What follows belongs to an exercise in optimizing a design on an open flow for small area, a short achievable clock period and few clock cycles; a production flow would make more cautious choices.
Function was not checked in any run shown here: the RTL went through the layout flow alone.

`flow/design.v`:
```
module xxtea_engine (
    input  wire         clk,
    input  wire         rst,       
    input  wire         start,     
    input  wire         decrypt,   
    input  wire [3:0]   nwords,    
    input  wire [127:0] key,       
    input  wire [255:0] din,       
    output wire         ready,
    output reg          done,
    output reg          err,
    output wire [255:0] dout
);
    localparam [31:0] DELTA = 32'h9E3779B9;
    localparam [2:0] S_IDLE = 3'd0, S_PRE1 = 3'd1, S_PRE2 = 3'd2, S_RUN = 3'd3,
                     S_FIN = 3'd4;
    reg [31:0] s [0:7];      
    reg [31:0] k [0:3];      
    reg [31:0] c, y, z;      
    reg [31:0] kw;           
    reg [2:0]  st;
    reg        dec;
    reg        d2;           
    reg        d3;           
    reg [2:0]  last;         
    reg [2:0]  p;            
    reg [2:0]  q;            
    reg [2:0]  pw;           
    reg        wr;           
    reg [5:0]  rleft;        
    reg [31:0] sum;
    reg [2:0]  p_n;          
    reg [31:0] sum_n;
    integer i;
    reg [5:0]  rounds;
    reg [31:0] sum_dec0;
    always @* begin
        case (nwords)
            4'd2:    begin rounds = 6'd32; sum_dec0 = 32'hC6EF3720; end
            4'd3:    begin rounds = 6'd23; sum_dec0 = 32'h36FBEF9F; end
            4'd4:    begin rounds = 6'd19; sum_dec0 = 32'hBE1E08BB; end
            4'd5:    begin rounds = 6'd16; sum_dec0 = 32'hE3779B90; end
            4'd6:    begin rounds = 6'd14; sum_dec0 = 32'hA708A81E; end
            4'd7:    begin rounds = 6'd13; sum_dec0 = 32'h08D12E65; end
            4'd8:    begin rounds = 6'd12; sum_dec0 = 32'h6A99B4AC; end
            default: begin rounds = 6'd0;  sum_dec0 = 32'h00000000; end
        endcase
    end
    wire        run  = (st == S_RUN);
    wire        idle = (st == S_IDLE);
    wire        pre  = (st == S_PRE1) || (st == S_PRE2);
    wire [31:0] x    = s[q];
    wire [31:0] wv   = dec ? y : z;    
    wire [31:0] mx  = (((y >> 5) ^ (z << 2)) + ((z >> 3) ^ (y << 4))) ^
                      ((sum ^ z) + (kw ^ y));
    wire [31:0] nv  = ((c ^ {32{dec}}) + mx) ^ {32{dec}};
    wire round_end = dec ? (p == 3'd0) : (p == last);
    wire [2:0] q_nxt = (q == last) ? 3'd0 : q + 3'd1;
    wire [2:0] q_prv = (q == 3'd0) ? last : q - 3'd1;
    assign ready = idle;
    genvar gi;
    generate
        for (gi = 0; gi < 8; gi = gi + 1) begin : g_out
            assign dout[32*gi +: 32] = s[gi];
        end
    endgenerate
    always @(posedge clk) begin
        for (i = 0; i < 8; i = i + 1)
            if (idle)
                s[i] <= din[32*i +: 32];
            else if (wr && pw == i)
                s[i] <= wv;
    end
    always @(posedge clk)
        if (idle)
            for (i = 0; i < 4; i = i + 1)
                k[i] <= key[32*i +: 32];
    wire        y_nv = !pre && (dec || d2);
    wire        z_nv = !pre && !(dec && !d2);
    wire [31:0] c_d  = (pre && !dec) ? s[0] : (dec ? z : y);
    wire [31:0] xf   = (!pre && d3) ? wv : x;
    wire [31:0] y_o  = pre ? (dec ? s[0] : s[1]) : xf;
    wire [31:0] z_o  = xf;
    wire [31:0] y_d  = y_nv ? nv : y_o;
    wire [31:0] z_d  = z_nv ? nv : z_o;
    always @(posedge clk) begin
        c <= c_d;
        y <= y_d;
        z <= z_d;
    end
    wire [2:0]  p_step   = round_end ? (dec ? last : 3'd0) : (dec ? p - 3'd1 : p + 3'd1);
    wire [31:0] sum_step = round_end ? (dec ? sum - DELTA : sum + DELTA) : sum;
    always @* begin
        if (idle) begin
            p_n   = decrypt ? nwords[2:0] - 3'd1 : 3'd0;
            sum_n = decrypt ? sum_dec0 : DELTA;
        end else if (run) begin
            p_n   = p_step;
            sum_n = sum_step;
        end else begin
            p_n   = p;
            sum_n = sum;
        end
    end
    wire [1:0] kidx_n = run ? (p_step[1:0] ^ sum_step[3:2]) : (p[1:0] ^ sum[3:2]);
    always @(posedge clk) begin
        p   <= p_n;
        sum <= sum_n;
        kw  <= k[kidx_n];
        pw  <= p;
        wr  <= run;
    end
    always @(posedge clk) begin
        if (rst) begin
            st   <= S_IDLE;
            done <= 1'b0;
            err  <= 1'b0;
        end else begin
            done <= 1'b0;
            case (st)
                S_IDLE: if (start) begin
                    dec   <= decrypt;
                    d2    <= (nwords == 4'd2);
                    d3    <= (nwords == 4'd3);
                    last  <= nwords[2:0] - 3'd1;
                    rleft <= rounds;
                    q     <= nwords[2:0] - 3'd1;
                    if (nwords == 4'd0 || nwords > 4'd8) begin
                        err  <= 1'b1;
                        done <= 1'b1;
                    end else if (nwords == 4'd1) begin
                        err  <= 1'b0;
                        done <= 1'b1;
                    end else begin
                        err  <= 1'b0;
                        st   <= S_PRE1;
                    end
                end
                S_PRE1: begin
                    if (dec) begin
                        st <= S_PRE2;
                        q  <= q_prv;
                    end else begin
                        st <= S_RUN;
                        q  <= d2 ? 3'd0 : 3'd2;
                    end
                end
                S_PRE2: begin
                    st <= S_RUN;
                    q  <= q_prv;
                end
                S_RUN: begin
                    q <= dec ? q_prv : q_nxt;
                    if (round_end) begin
                        rleft <= rleft - 6'd1;
                        if (rleft == 6'd1)
                            st <= S_FIN;
                    end
                end
                default: begin
                    st   <= S_IDLE;
                    done <= 1'b1;
                end
            endcase
        end
    end
endmodule
```
`flow/flow/run.sh`:
```
#!/bin/bash
# The standard layout, with buf_1 port buffers and a larger setup repair margin.
set -euo pipefail
export BUFFER_PORTS_ARGS="-buffer_cell sky130_fd_sc_hd__buf_1"
export SETUP_SLACK_MARGIN=7.0
bash standard.sh > standard.log 2>&1
```
`flow/standard.sh`:
```
#!/bin/bash
# synth_recipe.tcl (not shown) runs the flow's synth.tcl, then flattens the netlist and writes it again
# the make line also repeats each setting of config.mk as NAME=value (left out here)
make -C /OpenROAD-flow-scripts/flow DESIGN_CONFIG=/design/flow/config.mk WORK_HOME=/design/flow/orfs CLKGATE_MAP_FILE= SYNTH_SCRIPT=/design/flow/synth_recipe.tcl "${@:-finish}"
```
`flow/config.mk`:
```
export PLATFORM = sky130hd
export DESIGN_NAME = xxtea_engine
export DESIGN_NICKNAME = xxtea_engine
export VERILOG_FILES = /design/flow/design.v
export SDC_FILE = /design/flow/constraint.sdc
export NUM_CORES = 4
export LEC_CHECK = 0
export ABC_AREA = 1
export CAP_MARGIN = 20
export CORE_MARGIN = 2
export CORE_UTILIZATION = 40
export PLACE_DENSITY = 0.6
export SLEW_MARGIN = 20
```
`flow/constraint.sdc`:
```
create_clock -name core_clock -period 11.0 [get_ports {clk}]
set_input_delay 2.2000 -clock core_clock [delete_from_list [all_inputs] [get_ports {clk}]]
set_output_delay 2.2000 -clock core_clock [all_outputs]
set_load 0.01 [all_outputs]
```
==> impl_metrics.tcl, run 1 <==
set metrics [dict create \
    status "finished clean" \
    routedWlPerCell_um 25.83 \
    ant_nets 0 \
    clkSinkCount 571 \
    grt_pass1_vias 31632 \
    synth_area_leaders "edfxtp_1, nand2_1, dfxtp_1" \
    maxCapViolations 0 \
    critPathCaptureType "flip-flop" \
    drv_slew 0 \
    crit_type "flip-flop to flip-flop" \
    pin_count 651 \
    min_period_ns 4.039 \
    fin_crit_sh_pct 36.71 \
    grtUsageTotal_pct 34.45 \
    numCtsBuffers 66 \
    grt.overflow.total 0 \
    hp-class "flip-flop to flip-flop" \
    clk_path_buf_depth 3 \
    portBuffers 650 \
    antenna_found_initial 34 \
    synth_top_area_cell "edfxtp_1" \
    dp_hpwl_um 120800 \
    mostFrequentLayoutCell "nand2_1" \
    crit_start "sum[0]$_DFFE_PP_" \
    vias 33755 \
    ys_seq_area_share_pct 46.35 \
    async_flop_share_pct 0 \
    worst_slew_pin_slew_ns 1.049 \
    netlist_area_sq_um 34040 \
    h-tree-depth 3 \
    synth_edf_count 434 \
    r2r_start "sum[0]$_DFFE_PP_" \
    hold_viol_final 0 \
    synth_seq_cells 571 \
    syn_inst 4172 \
    postCtsHoldBufs 0 \
    required_ns 11.55 \
    ys.flop_type "edfxtp_1" \
    viasPerCell 5.585 \
    drive_gt1_share_pct 11.24 \
    path_max_fanout 4 \
    grt_max_degree 188 \
    core_area_sq_um 83950 \
    synth_top_area_share_pct 38.29 \
    arrival_ns 4.58 \
    clk_latency_ns 0.65 \
    rsz0062_at_grt "yes" \
    cts_tree "built" \
    synthXorXnorAreaFrac_pct 7.333 \
    yosys.area_share.simple_pct 26.03 \
    firstDrtPassIters 6 \
    die_w_um 295.7 \
    syn-num-nets 4705 \
    setup_slack_ns 6.961 \
    drt_iter0_drc 3720 \
    synth_top_family_by_area "simple AND/OR/NAND/NOR gates" \
    synth_adder_area_share_pct 5.293 \
    setup_tns_ns 0 \
    finClkSkew_ns 0.05743 \
    clkTransAtPathRegs_ns 0.06 \
    setup_violations 0 \
    nFillCells 8181 \
    start_util_pct 40.54 \
    yosysWarnings 3 \
    wl_um 156100 \
    rows 106 \
    fin_nets 5359 \
    areaGrowthSynthToFinish_pct 23.85 \
    postSynthAreaPerCell_sq_um 8.159 \
    synth_mux_area_share_pct 0 \
    die_h_um 295.7 \
    worst_hold_startpoint "k[1][26]$_DFFE_PP_" \
    root_buffer "clkbuf_16" \
    die_area_sq_um 87440 \
    synth_cell_types 54 \
    gp_congestion 1.051 \
    grt_pass1_wl_um 217900 \
    max_freq_ghz 0.2476 \
    layout_common_cells "nand2_1, buf_1, edfxtp_1" \
    post-place-ws_ns 6.158 \
    slew_headroom_pct 29.99 \
    start_kind "flip-flop" \
    synth-compound-area-share_pct 9.973 \
    drc 0 \
]
[worst max-delay path, stage by stage (launching register included)]
cell      delay, ns
edfxtp_1       0.40
xor2_1         0.17
ha_2           0.24
inv_4          0.05
fa_2           0.39
inv_2          0.07
nand3_2        0.06
nand2_2        0.10
a21oi_4        0.09
o21ai_4        0.19
a21o_1         0.21
buf_6          0.14
xor2_4         0.16
xor2_2         0.29
ha_4           0.29
a21oi_4        0.15
o21ai_2        0.09
a21oi_2        0.17
buf_4          0.14
o22ai_2        0.06
nor2_2         0.14
nand4_1        0.13
nand3_1        0.12
nand2_1        0.08
[cell families after synthesis]
| family | after synthesis |
|---|---|
| XOR/XNOR | 285 |
| AO/OA/AOI/OAI | 600 |
| AND/OR/NAND/NOR | 2147 |
| buffers and inverters | 428 |
| flip-flops | 571 |
| adder cells (fa/ha/maj) | 141 |
[final cells by class]
type	count	area, sq um	area share (%)
multi-input cells	3174	18150	43.05
clock buffers	85	1824	4.327
flip-flops and latches	571	15870	37.64
repair inverters	1	11.26	0.02671
clock inverters	33	500.5	1.187
repair buffers	750	3287	7.797
inverters	262	1015	2.407
diodes	34	85.08	0.2018
well taps	1134	1419	3.366
[synthesized netlist by cell type (7+ instances only)]
cell and count:
nand2_1 1525, edfxtp_1 434, inv_1 253, a21oi_1 227
xor2_1 225, nand3_1 221, nor2_1 216, o21ai_0 209
dfxtp_1 137, ha_1 136, clkbuf_1 120, nand4_1 68
xnor2_1 60, nor3_1 43, o211ai_1 38, buf_2 30
a221oi_1 21, a31oi_1 21, nand3b_1 19, or2_2 19
a21o_1 13, o22ai_1 12, nand3_2 11, o21ai_1 11
o21bai_1 10, buf_6 7, nor4_1 7
[routing by layer]
layer  vias up  share of wire, %  track usage, %
met2      1852                45           53.65
li1      15361                 -               -
met4         0               4.7           15.93
met1     16201                40           45.03
met5         -                 0               0
met3       341                11           8.551
[worst paths after layout]
path / endpoint / slack (ns) / cells past startpoint
worst max-delay path: z[27]$_DFF_P_ / 6.96 / 23
worst min register to register: kw[26]$_DFF_P_ / 0.43 / 2
worst min-delay path: kw[26]$_DFF_P_ / 0.43 / 2
worst max register to register: z[27]$_DFF_P_ / 6.96 / 23
[timing repair]
item                                   CTS  global route
setup endpoints to repair               48            62
pin swaps                               52           101
endpoints found under the hold margin    0             0
gates resized for setup                165           243
setup buffers                           31            37
gates cloned                             1             1
[metrics by stage]
| stage | std cells | hold WS (ns) | util [%] | area, sq um |
|---|---|---|---|---|
| floorplan | 4172 | 0.4245 | - | 34050 |
| global placement | 5821 | 0.4353 | 44.74 | 37560 |
| detailed placement | 5821 | 0.4393 | 44.74 | 37560 |
| CTS | 5971 | 0.4530 | 48.48 | 40700 |
| global route | 6038 | 0.4692 | 50.20 | 42140 |
| finish | 6044 | 0.4331 | 50.21 | 42160 |
[registers in the layout (all words and copies together), names as in the netlist]
signal,flops
err,1
s,256
q,3
pw,3
y,32
dec,1
sum,32
rleft,6
z,32
d2,1
done,1
last,3
p,3
k,128
d3,1
kw,32
wr,1
st,3
c,32
==> inputs of run 2 (changes only) <==
--- a/flow/config.mk
+++ b/flow/config.mk
@@ -9,5 +9,5 @@
 export CAP_MARGIN = 20
 export CORE_MARGIN = 2
 export CORE_UTILIZATION = 40
-export PLACE_DENSITY = 0.6
+export PLACE_DENSITY = 0.7
 export SLEW_MARGIN = 20
==> run 2 against run 1 <==
Critical endpoint is now z[17]$_DFF_P_. Clock skew down 0.029 ns. Flip-flop and latch count unchanged. Still clean. Fmax up 1.6%. Critical path depth down 5. Non-clock buffer count up 10. Register-to-register slack better by 0.06 ns. Count of clock-buffer cells in the layout unchanged.
==> impl_metrics.tcl, run 2 <==
set metrics [dict create \
    finClkSkew_ns 0.02864 \
    synth_area_leaders "edfxtp_1, nand2_1, dfxtp_1" \
    grt_max_degree 203 \
    placed_cells 5827 \
    synth_edf_count 434 \
    root_buffer "clkbuf_16" \
    r2r_start "sum[15]$_DFFE_PP_" \
    worst_slew_pin_slew_ns 1.132 \
    crit_type "flip-flop to flip-flop" \
    fin_util_pct 50.00 \
    dp_hpwl_um 120900 \
    ant_nets 0 \
    clkSinkCount 571 \
    grt.overflow.total 0 \
    netlist_area_sq_um 34040 \
    die_w_um 295.7 \
    endpoint "z[17]$_DFF_P_" \
    rsz0062_at_grt "yes" \
    clk_path_buf_depth 3 \
    gp_congestion 1.039 \
    largestRegisters "s (256), k (128)" \
    grt_pass1_wl_um 217000 \
    hold_viol_final 0 \
    crit_start "sum[15]$_DFFE_PP_" \
    synth_cell_types 54 \
    required_ns 11.50 \
    grt_pass1_vias 31656 \
    synth_seq_cells 571 \
    clk_latency_ns 0.64 \
    drc 0 \
    max_freq_ghz 0.2516 \
    synth_common_cells "nand2_1, edfxtp_1, inv_1, a21oi_1, xor2_1" \
    fin_crit_sh_pct 36.14 \
    place_area_sq_um 37600 \
    synth_top_area_cell "edfxtp_1" \
    largest_reg_flops 256 \
    arrival_ns 4.47 \
    clkTransAtPathRegs_ns 0.06 \
    start_util_pct 40.54 \
    setup_tns_ns 0 \
    rows 106 \
    fin_nets 5372 \
    pin_count 651 \
    synth_top_area_share_pct 38.29 \
    syn_inst 4172 \
    viasPerCell 5.665 \
    firstDrtPassIters 6 \
    hp-class "flip-flop to flip-flop" \
    wl_um 157300 \
    drive_gt1_share_pct 11.40 \
    path_max_fanout 5 \
    vias 34327 \
    postCtsHoldBufs 0 \
    async_flop_share_pct 0 \
    antenna_found_initial 38 \
    setup_violations 0 \
    maxCapViolations 0 \
    core_area_sq_um 83950 \
    yosysMostFrequentCell "nand2_1" \
    portBuffers 650 \
    routedWlPerCell_um 25.96 \
    finalNonFillerCells 6059 \
    nFillCells 8195 \
    critPathCaptureType "flip-flop" \
    r2r-end "z[17]$_DFF_P_" \
    drt_iter0_drc 4384 \
    drv_slew 0 \
    die_area_sq_um 87440 \
    ys_seq_area_share_pct 46.35 \
    layout_common_cells "nand2_1, buf_1, edfxtp_1" \
    die_h_um 295.7 \
    r2r_setup_slack_ns 7.03 \
    status "finished clean" \
    min_period_ns 3.975 \
    reg2regPathDepth 18 \
    cts_tree "built" \
    syn-num-nets 4705 \
    postSynthAreaPerCell_sq_um 8.159 \
    h-tree-depth 3 \
    top_register "s" \
    start_kind "flip-flop" \
    ys.flop_type "edfxtp_1" \
    slew_headroom_pct 24.51 \
    numCtsBuffers 67 \
    mostFrequentLayoutCell "nand2_1" \
    grtUsageTotal_pct 34.42 \
    areaGrowthSynthToFinish_pct 23.33 \
    yosysWarnings 3 \
    final_area_sq_um 41980 \
]
==> run 2: stage by stage <==
step                      setup WS, ns  hold WS, ns
after floorplan                  7.058       0.4245
after global placement           6.233       0.4373
after detailed placement         6.157       0.4391
after CTS                        6.941       0.4570
after global routing             6.837       0.4716
final                            7.025       0.4497
==> run 2: kinds of logic after synthesis <==
group | count (synthesis) | synth area share (%)
buf+inv | 428 | 5.021
simple gates | 2147 | 26.03
fa+ha+maj | 141 | 5.293
flops | 571 | 46.35
compound gates | 600 | 9.973
xor+xnor | 285 | 7.333
==> run 2: critical path, cell delays in order, from the launching register on <==
cell and delay (ns):
edfxtp_1 0.49, xor2_1 0.19, ha_1 0.35, a21oi_1 0.28
inv_1 0.07, a31oi_1 0.28, o21ai_0 0.19, a21oi_1 0.18
xnor2_1 0.15, xor2_1 0.32, ha_4 0.30, a21oi_4 0.18
o21ai_4 0.10, a21oi_2 0.12, nand2_1 0.11, buf_4 0.16
or2_4 0.23, nand3_1 0.07, nand2_1 0.07
==> run 2: worst min-delay path by stage <==
| stage | cells after the start | endpoint | slack [ns] | startpoint |
|---|---|---|---|---|
| after CTS | 2 | kw[29]$_DFF_P_ | 0.46 | k[3][29]$_DFFE_PP_ |
| after global placement | 2 | kw[24]$_DFF_P_ | 0.44 | k[3][24]$_DFFE_PP_ |
| final | 2 | kw[29]$_DFF_P_ | 0.45 | k[3][29]$_DFFE_PP_ |
| after detailed placement | 2 | kw[25]$_DFF_P_ | 0.44 | k[3][25]$_DFFE_PP_ |
| after global routing | 2 | kw[29]$_DFF_P_ | 0.47 | k[3][29]$_DFFE_PP_ |
| after floorplan | 2 | kw[0]$_DFF_P_ | 0.42 | k[3][0]$_DFFE_PP_ |
==> run 2: cell type report <==
class                   instances  area (sq um)  share of cell area [%]
multi-input cells            3175         18040                   42.98
flip-flops and latches        571         15870                   37.80
repair buffers                760          3368                   8.023
clock buffers                  85          1837                   4.375
well taps                    1134          1419                   3.380
inverters                     262          1021                   2.432
clock inverters                33         315.3                  0.7511
diodes                         37         92.59                  0.2206
repair inverters                2         18.77                 0.04471
==> run 2: per-layer routing <==
layer / share of wire [%] / vias up / wire, um / track usage (%)
met1: 39 / 16391 / 61230 / 45.96
li1: - / 15402 / - / -
met4: 5.2 / 6 / 8135 / 16.48
met2: 44 / 2111 / 69260 / 52.15
met5: 0.026 / - / 41 / 0
met3: 12 / 417 / 18610 / 8.626
==> run 2: repair_timing <==
item / 4_1_cts / 5_1_grt
resized for setup: 151 / 254
cloned: 2 / 2
endpoints found under the setup margin: 76 / 79
pin swaps: 47 / 99
buffers inserted: 30 / 43
==> inputs of run 3 (changes only) <==
--- a/flow/config.mk
+++ b/flow/config.mk
@@ -6,8 +6,8 @@
 export NUM_CORES = 4
 export LEC_CHECK = 0
 export ABC_AREA = 1
-export CAP_MARGIN = 20
+export CAP_MARGIN = 0
 export CORE_MARGIN = 2
 export CORE_UTILIZATION = 40
-export PLACE_DENSITY = 0.7
-export SLEW_MARGIN = 20
+export PLACE_DENSITY = 0.6
+export SLEW_MARGIN = 0
==> run 3 against run 2 <==
Worst setup slack lost 0.027 ns. Sequential share of layout area shrank 0.14 points. Critical path type unchanged. Critical endpoint is now y[31]$_DFF_P_. Synthesized cell count is the same. Count of clock-buffer cells in the layout is the same. Via count shrank 1.8%.
==> impl_metrics.tcl, run 3 <==
set metrics [dict create \
    status "finished clean" \
    layout_common_cells "nand2_1, buf_1, edfxtp_1" \
    r2r_setup_slack_ns 7.00 \
    clk_path_buf_depth 3 \
    dp_hpwl_um 120800 \
    required_ns 11.53 \
    start_util_pct 40.54 \
    grt_max_degree 188 \
    final_area_sq_um 42130 \
    hold_viol_final 0 \
    clk_latency_ns 0.65 \
    core_area_sq_um 83950 \
    crit_type "flip-flop to flip-flop" \
    largest_reg_flops 256 \
    synth_top_area_share_pct 38.29 \
    grt.overflow.total 0 \
    ys_seq_area_share_pct 46.35 \
    hp-class "flip-flop to flip-flop" \
    yosysWarnings 3 \
    finalNonFillerCells 6044 \
    root_buffer "clkbuf_16" \
    synth_cell_types 54 \
    firstDrtPassIters 8 \
    synth_area_leaders "edfxtp_1, nand2_1, dfxtp_1" \
    viasPerCell 5.575 \
    clkSinkCount 571 \
    synth_common_cells "nand2_1, edfxtp_1, inv_1, a21oi_1, xor2_1" \
    arrival_ns 4.53 \
    critPathCaptureType "flip-flop" \
    portBuffers 650 \
    areaGrowthSynthToFinish_pct 23.78 \
    placed_cells 5821 \
    drc 0 \
    min_period_ns 4.001 \
    postCtsHoldBufs 0 \
    max_freq_ghz 0.2499 \
    gp_congestion 1.051 \
    rsz0062_at_grt "yes" \
    syn_inst 4172 \
    die_h_um 295.7 \
    h-tree-depth 3 \
    yosysMostFrequentCell "nand2_1" \
    worst_slew_pin_slew_ns 1.119 \
    rows 106 \
    fin_nets 5358 \
    syn-num-nets 4705 \
    netlist_area_sq_um 34040 \
    die_w_um 295.7 \
    antenna_found_initial 34 \
    start_kind "flip-flop" \
    ant_nets 0 \
    grt_pass1_wl_um 217900 \
    largestRegisters "s (256), k (128)" \
    synth_edf_count 434 \
    postSynthAreaPerCell_sq_um 8.159 \
    grt_pass1_vias 31632 \
    place_area_sq_um 37560 \
    grtUsageTotal_pct 34.45 \
    drt_iter0_drc 3583 \
    die_area_sq_um 87440 \
    drv_slew 0 \
    finClkSkew_ns 0.06032 \
    synth_top_area_cell "edfxtp_1" \
    pin_count 651 \
    numCtsBuffers 66 \
    setup_tns_ns 0 \
    endpoint "y[31]$_DFF_P_" \
    crit_start "sum[0]$_DFFE_PP_" \
    fin_crit_sh_pct 36.38 \
    path_max_fanout 4 \
    ys.flop_type "edfxtp_1" \
    wl_um 156000 \
    setup_violations 0 \
    slew_headroom_pct 25.10 \
    r2r_start "sum[0]$_DFFE_PP_" \
    maxCapViolations 0 \
    drive_gt1_share_pct 11.22 \
    top_register "s" \
    routedWlPerCell_um 25.81 \
    reg2regPathDepth 27 \
    r2r-end "y[31]$_DFF_P_" \
    async_flop_share_pct 0 \
    mostFrequentLayoutCell "nand2_1" \
    vias 33694 \
    clkTransAtPathRegs_ns 0.06 \
    synth_seq_cells 571 \
    cts_tree "built" \
]
-- run 3: per-stage QoR --
step	hold WS [ns]	worst slack, ns	util, %
6_report	0.4334	6.999	50.18
5_1_grt	0.4692	6.783	50.16
4_1_cts	0.4530	6.981	48.48
3_5_place_dp	0.4393	6.158	44.74
3_3_place_gp	0.4353	6.229	44.74
2_1_floorplan	0.4245	7.058	-
-- run 3: routing by layer --
layer | wire length (um) | track usage, %
met5 | 0 | 0
met4 | 7292 | 15.93
met3 | 16600 | 8.551
met2 | 70320 | 53.65
met1 | 61790 | 45.03
-- run 3: worst min-delay path by stage --
| stage | from | endpoint | slack, ns | depth (start not counted) |
|---|---|---|---|---|
| 4_1_cts | k[3][24]$_DFFE_PP_ | kw[24]$_DFF_P_ | 0.45 | 2 |
| 3_5_place_dp | k[3][24]$_DFFE_PP_ | kw[24]$_DFF_P_ | 0.44 | 2 |
| 2_1_floorplan | k[3][0]$_DFFE_PP_ | kw[0]$_DFF_P_ | 0.42 | 2 |
| 6_report | k[1][26]$_DFFE_PP_ | kw[26]$_DFF_P_ | 0.43 | 2 |
| 3_3_place_gp | k[3][31]$_DFFE_PP_ | kw[31]$_DFF_P_ | 0.44 | 2 |
| 5_1_grt | k[3][24]$_DFFE_PP_ | kw[24]$_DFF_P_ | 0.47 | 2 |
-- run 3: layout make-up --
| cell class | count | area, sq um |
|---|---|---|
| flip-flops and latches | 571 | 15870 |
| fillers | 8186 | 41820 |
| inverters | 262 | 1015 |
| clock inverters | 33 | 500.5 |
| repair inverters | 1 | 11.26 |
| multi-input cells | 3174 | 18150 |
| diodes | 35 | 87.58 |
| repair buffers | 749 | 3259 |
| well taps | 1134 | 1419 |
| clock buffers | 85 | 1824 |
-- run 3: repair_timing --
| item | in CTS | in global routing |
|---|---|---|
| gates cloned | 1 | 1 |
| hold endpoints to repair | 0 | 0 |
| setup buffers | 31 | 37 |
| pin swaps | 52 | 101 |
| setup endpoints to repair | 48 | 62 |
| gates resized for setup | 165 | 243 |
-- run 3: cells by family (layout without fill, tap and decap cells) --
group	after synthesis	in the layout	synth area share, %
compound gates	600	600	9.973
xor+xnor	285	285	7.333
fa+ha+maj	141	141	5.293
buf+inv	428	1130	5.021
flops	571	571	46.35
other cells	0	35	0
simple gates	2147	2148	26.03
-- run 3: worst max-delay path, cell delays in order (launching register included) --
cell and delay (ns):
edfxtp_1 0.40, xor2_1 0.17, ha_2 0.24, inv_4 0.05
fa_2 0.39, inv_2 0.07, nand3_2 0.06, nand2_2 0.10
a21oi_4 0.09, o21bai_4 0.17, nand2_2 0.09, nand2_4 0.12
a21oi_4 0.07, or2_4 0.25, nand3b_1 0.10, nand2_2 0.10
ha_4 0.28, a21o_1 0.21, a21oi_4 0.21, a21oi_2 0.08
nor2_2 0.16, nand2_1 0.09, nand2_1 0.06, nand2_1 0.05
nand3_1 0.07, nand2_1 0.07, nand2_1 0.06, nand2_1 0.05
==> inputs of run 4 (changes only) <==
--- a/flow/design.v
+++ b/flow/design.v
@@ -50,20 +50,19 @@
     wire        idle = (st == S_IDLE);
     wire        pre  = (st == S_PRE1) || (st == S_PRE2);
     wire [31:0] x    = s[q];
-    wire [31:0] wv   = dec ? y : z;    
     wire [31:0] mx  = (((y >> 5) ^ (z << 2)) + ((z >> 3) ^ (y << 4))) ^
                       ((sum ^ z) + (kw ^ y));
     wire [31:0] nv  = ((c ^ {32{dec}}) + mx) ^ {32{dec}};
     wire round_end = dec ? (p == 3'd0) : (p == last);
     wire [2:0] q_nxt = (q == last) ? 3'd0 : q + 3'd1;
     wire [2:0] q_prv = (q == 3'd0) ? last : q - 3'd1;
-    assign ready = idle;
     genvar gi;
     generate
         for (gi = 0; gi < 8; gi = gi + 1) begin : g_out
             assign dout[32*gi +: 32] = s[gi];
         end
     endgenerate
+    wire [31:0] wv = dec ? y : z;
     always @(posedge clk) begin
         for (i = 0; i < 8; i = i + 1)
             if (idle)
@@ -78,9 +77,8 @@
     wire        y_nv = !pre && (dec || d2);
     wire        z_nv = !pre && !(dec && !d2);
     wire [31:0] c_d  = (pre && !dec) ? s[0] : (dec ? z : y);
-    wire [31:0] xf   = (!pre && d3) ? wv : x;
-    wire [31:0] y_o  = pre ? (dec ? s[0] : s[1]) : xf;
-    wire [31:0] z_o  = xf;
+    wire [31:0] y_o  = pre ? (dec ? s[0] : s[1]) : (d3 ? z : x);
+    wire [31:0] z_o  = (!pre && d3) ? y : x;
     wire [31:0] y_d  = y_nv ? nv : y_o;
     wire [31:0] z_d  = z_nv ? nv : z_o;
     always @(posedge clk) begin
@@ -110,9 +108,27 @@
         pw  <= p;
         wr  <= run;
     end
+    reg [2:0] st_n;
+    always @* begin
+        st_n = st;
+        case (st)
+            S_IDLE:  if (start && nwords >= 4'd2 && nwords <= 4'd8) st_n = S_PRE1;
+            S_PRE1:  st_n = dec ? S_PRE2 : S_RUN;
+            S_PRE2:  st_n = S_RUN;
+            S_RUN:   if (round_end && rleft == 6'd1) st_n = S_FIN;
+            default: st_n = S_IDLE;
+        endcase
+        if (rst)
+            st_n = S_IDLE;
+    end
+    reg rdy;
+    assign ready = rdy;
+    always @(posedge clk) begin
+        st  <= st_n;
+        rdy <= (st_n == S_IDLE);
+    end
     always @(posedge clk) begin
         if (rst) begin
-            st   <= S_IDLE;
             done <= 1'b0;
             err  <= 1'b0;
         end else begin
@@ -133,34 +149,16 @@
                         done <= 1'b1;
                     end else begin
                         err  <= 1'b0;
-                        st   <= S_PRE1;
                     end
                 end
-                S_PRE1: begin
-                    if (dec) begin
-                        st <= S_PRE2;
-                        q  <= q_prv;
-                    end else begin
-                        st <= S_RUN;
-                        q  <= d2 ? 3'd0 : 3'd2;
-                    end
-                end
-                S_PRE2: begin
-                    st <= S_RUN;
-                    q  <= q_prv;
-                end
+                S_PRE1: q <= dec ? q_prv : (d2 ? 3'd0 : 3'd2);
+                S_PRE2: q <= q_prv;
                 S_RUN: begin
                     q <= dec ? q_prv : q_nxt;
-                    if (round_end) begin
+                    if (round_end)
                         rleft <= rleft - 6'd1;
-                        if (rleft == 6'd1)
-                            st <= S_FIN;
-                    end
                 end
-                default: begin
-                    st   <= S_IDLE;
-                    done <= 1'b1;
-                end
+                default: done <= 1'b1;
             endcase
         end
     end
--- a/flow/config.mk
+++ b/flow/config.mk
@@ -6,8 +6,8 @@
 export NUM_CORES = 4
 export LEC_CHECK = 0
 export ABC_AREA = 1
-export CAP_MARGIN = 0
+export CAP_MARGIN = 20
 export CORE_MARGIN = 2
 export CORE_UTILIZATION = 40
 export PLACE_DENSITY = 0.6
-export SLEW_MARGIN = 0
+export SLEW_MARGIN = 20
==> run 4 against run 3 <==
Non-clock buffer count decreased by 2. Utilization decreased by 1.0 points. Worst hold slack improved by 0.0061 ns. Global-route usage increased by 0.23 points. Synthesized area increased by 2.0%. Fmax increased by 0.28%.
==> impl_metrics.tcl, run 4 <==
set metrics [dict create \
    max_freq_ghz 0.2506 \
    rows 108 \
    largest_reg_flops 256 \
    ys_seq_area_share_pct 45.50 \
    start_util_pct 40.20 \
    drc 0 \
    fin_crit_sh_pct 36.28 \
    hp-class "flip-flop to flip-flop" \
    crit_buf_inv 3 \
    top_register "s" \
    root_buffer "clkbuf_16" \
    hold_viol_final 0 \
    wl_um 160700 \
    slowest_delay_ns 0.74 \
    path_cells "xor2_1 -> ha_1 -> nand2_1 -> nor2_1 -> inv_1 -> nor2_1 -> inv_1 -> nor3_1 -> nand2_2 -> nand2_1 -> nand2_1 -> nand3_1 -> nand2_1 -> ha_4 -> inv_1 -> nor3_1 -> a21oi_1 -> o21ai_0 -> a21oi_1 -> nand2_1 -> xor2_1 -> nand2_1 -> nand2_1" \
    start_kind "flip-flop" \
    drt_iter0_drc 4527 \
    slew_headroom_pct 29.80 \
    vias 34778 \
    firstDrtPassIters 6 \
    postCtsHoldBufs 0 \
    placed_cells 5871 \
    grt_pass1_vias 32534 \
    die_h_um 298.6 \
    largestRegisters "s (256), k (128)" \
    setup_tns_ns 0 \
    pin_count 651 \
    postSynthAreaPerCell_sq_um 8.265 \
    ant_nets 0 \
    arrival_ns 4.55 \
    clkSinkCount 572 \
    synth_cell_types 58 \
    crit_slowest_cell "dfxtp_1" \
    crit_type "flip-flop to flip-flop" \
    portBuffers 650 \
    grt.overflow.total 0 \
    critPathTopFamily "simple AND/OR/NAND/NOR gates" \
    cp_common_cell "nand2_1" \
    maxCapViolations 0 \
    async_flop_share_pct 0 \
    synth_seq_cells 572 \
    clkTransAtPathRegs_ns 0.07 \
    synth_area_leaders "edfxtp_1, nand2_1, dfxtp_1" \
    synth_top_area_cell "edfxtp_1" \
    path_max_fanout 5 \
    h-tree-depth 3 \
    syn_inst 4200 \
    areaGrowthSynthToFinish_pct 22.30 \
    antenna_found_initial 29 \
    clk_latency_ns 0.65 \
    core_area_sq_um 86350 \
    worst_slew_pin_slew_ns 1.050 \
    yosysMostFrequentCell "nand2_1" \
    layout_common_cells "nand2_1, buf_1, edfxtp_1" \
    synth_common_cells "nand2_1, edfxtp_1, inv_1, o21ai_0, nor2_1" \
    finClkSkew_ns 0.03529 \
    cts_tree "built" \
    synth_top_area_share_pct 37.54 \
    grt_pass1_wl_um 225800 \
    timing.hold.ws_ns 0.4395 \
    ys.flop_type "edfxtp_1" \
    status "finished clean" \
    die_area_sq_um 89160 \
    min_period_ns 3.990 \
    numCtsBuffers 67 \
    drv_slew 0 \
    finalNonFillerCells 6076 \
    gp_congestion 1.020 \
    viasPerCell 5.724 \
    netlist_area_sq_um 34710 \
    syn-num-nets 4733 \
    rsz0062_at_grt "yes" \
    clk_path_buf_depth 3 \
    yosysWarnings 3 \
    required_ns 11.56 \
    die_w_um 298.6 \
    grt_max_degree 156 \
    fin_nets 5374 \
    routedWlPerCell_um 26.45 \
    setup_violations 0 \
    drive_gt1_share_pct 11.77 \
    mostFrequentLayoutCell "nand2_1" \
    dp_hpwl_um 125200 \
    grtUsageTotal_pct 34.67 \
    synth_edf_count 434 \
    critPathCaptureType "flip-flop" \
]
-- run 4: cell count changes after synthesis, moves of 7 or more --
cell / delta
a221oi_1: +38
o21ai_1: -8
o311ai_0: +19
o21ai_0: +64
nand3_2: +12
nor2_1: +37
a21oi_1: -39
nand2_1: -192
a31oi_1: -16
a21boi_0: +7
inv_1: +63
o211a_1: +8
-- run 4: per-layer routing --
layer / routed length [um] / track usage [%] / part of all wire, %
met1: 63390 / 46.70 / 39
met2: 70500 / 52.73 / 44
met3: 20210 / 9.938 / 13
met4: 6570 / 13.23 / 4.1
met5: 47 / 0 / 0.029
-- run 4: stage by stage --
step           instance area [sq um]  utilization, %  setup WS [ns]
2_1_floorplan                  34710               -          7.053
3_3_place_gp                   38260           44.31          5.976
3_5_place_dp                   38260           44.31          5.996
4_1_cts                        41130           47.63          6.949
5_1_grt                        42440           49.15          6.835
6_report                       42450           49.17          7.010
-- run 4: repair_timing --
item	4_1_cts	5_1_grt
resized for setup	171	215
endpoints found under the setup margin	49	47
gates cloned	2	0
buffers inserted	15	39
pin swaps	18	62
hold endpoints to repair	0	0
-- run 4: path summary, 6_finish.rpt --
| check | start | to | slack (ns) | depth (start not counted) |
|---|---|---|---|---|
| setup / recovery | z[28]$_DFF_P_ | z[30]$_DFF_P_ | 7.01 | 23 |
| setup reg to reg | z[28]$_DFF_P_ | z[30]$_DFF_P_ | 7.01 | 23 |
| hold / removal | k[3][26]$_DFFE_PP_ | kw[26]$_DFF_P_ | 0.44 | 2 |
| hold reg to reg | k[3][26]$_DFFE_PP_ | kw[26]$_DFF_P_ | 0.44 | 2 |
-- run 4: area by class of cell --
class                   instances  area, sq um
diodes                         27        67.56
clock buffers                  81         1780
clock inverters                41        330.3
well taps                    1155         1445
flip-flops and latches        572        15880
inverters                     328         1246
repair buffers                747         3274
fillers                      8558        43890
multi-input cells            3125        18430
-- run 4: kinds of logic (layout without fill, tap and decap cells) --
family	Yosys count	after routing	share of synthesized area [%]
other	0	27	0
xor gates and xnor gates	285	285	7.191
and+or+nand+nor	2007	2007	24.29
buffers and inverters	503	1197	5.828
DFF	572	572	45.50
AOI/OAI and AO/OA	692	692	12.00
adders and majority gates	141	141	5.190
-- run 4: worst min-delay path, cell delays in order (launching register included) --
cell      delay (ns)
edfxtp_1        0.32
nand2_1         0.05
nand4_1         0.05

what the ideal ports hide:
No port has a modelled driver above. Below, the same layouts with a new extraction and two added sets of constraints. Step 1 assumes that a clkbuf_16 drives the clock port and a buf_2 every other input. Step 2 times the ports against the registers' clock, not the clock port: input delays grow and output delays shrink by t, the midpoint of the rising clock arrivals with the driver on. Three values: ideal, step 1, step 2; two values: the first two.
run	shift t [ns]	setup WS [ns]	clock arrival spread, ns
run 1	0.705	6.961 / 6.961 / 6.597	0.075 / 0.075
run 2	0.689	7.025 / 7.000 / 6.556	0.042 / 0.042
run 3	0.700	6.999 / 6.999 / 6.628	0.075 / 0.074
run 4	0.697	7.010 / 7.010 / 6.614	0.043 / 0.042
After both steps setup and hold are still met in every run listed. For run 2, which loses most, drivers alone change the setup slack by -0.025 ns; drivers and shift together by -0.469 ns.
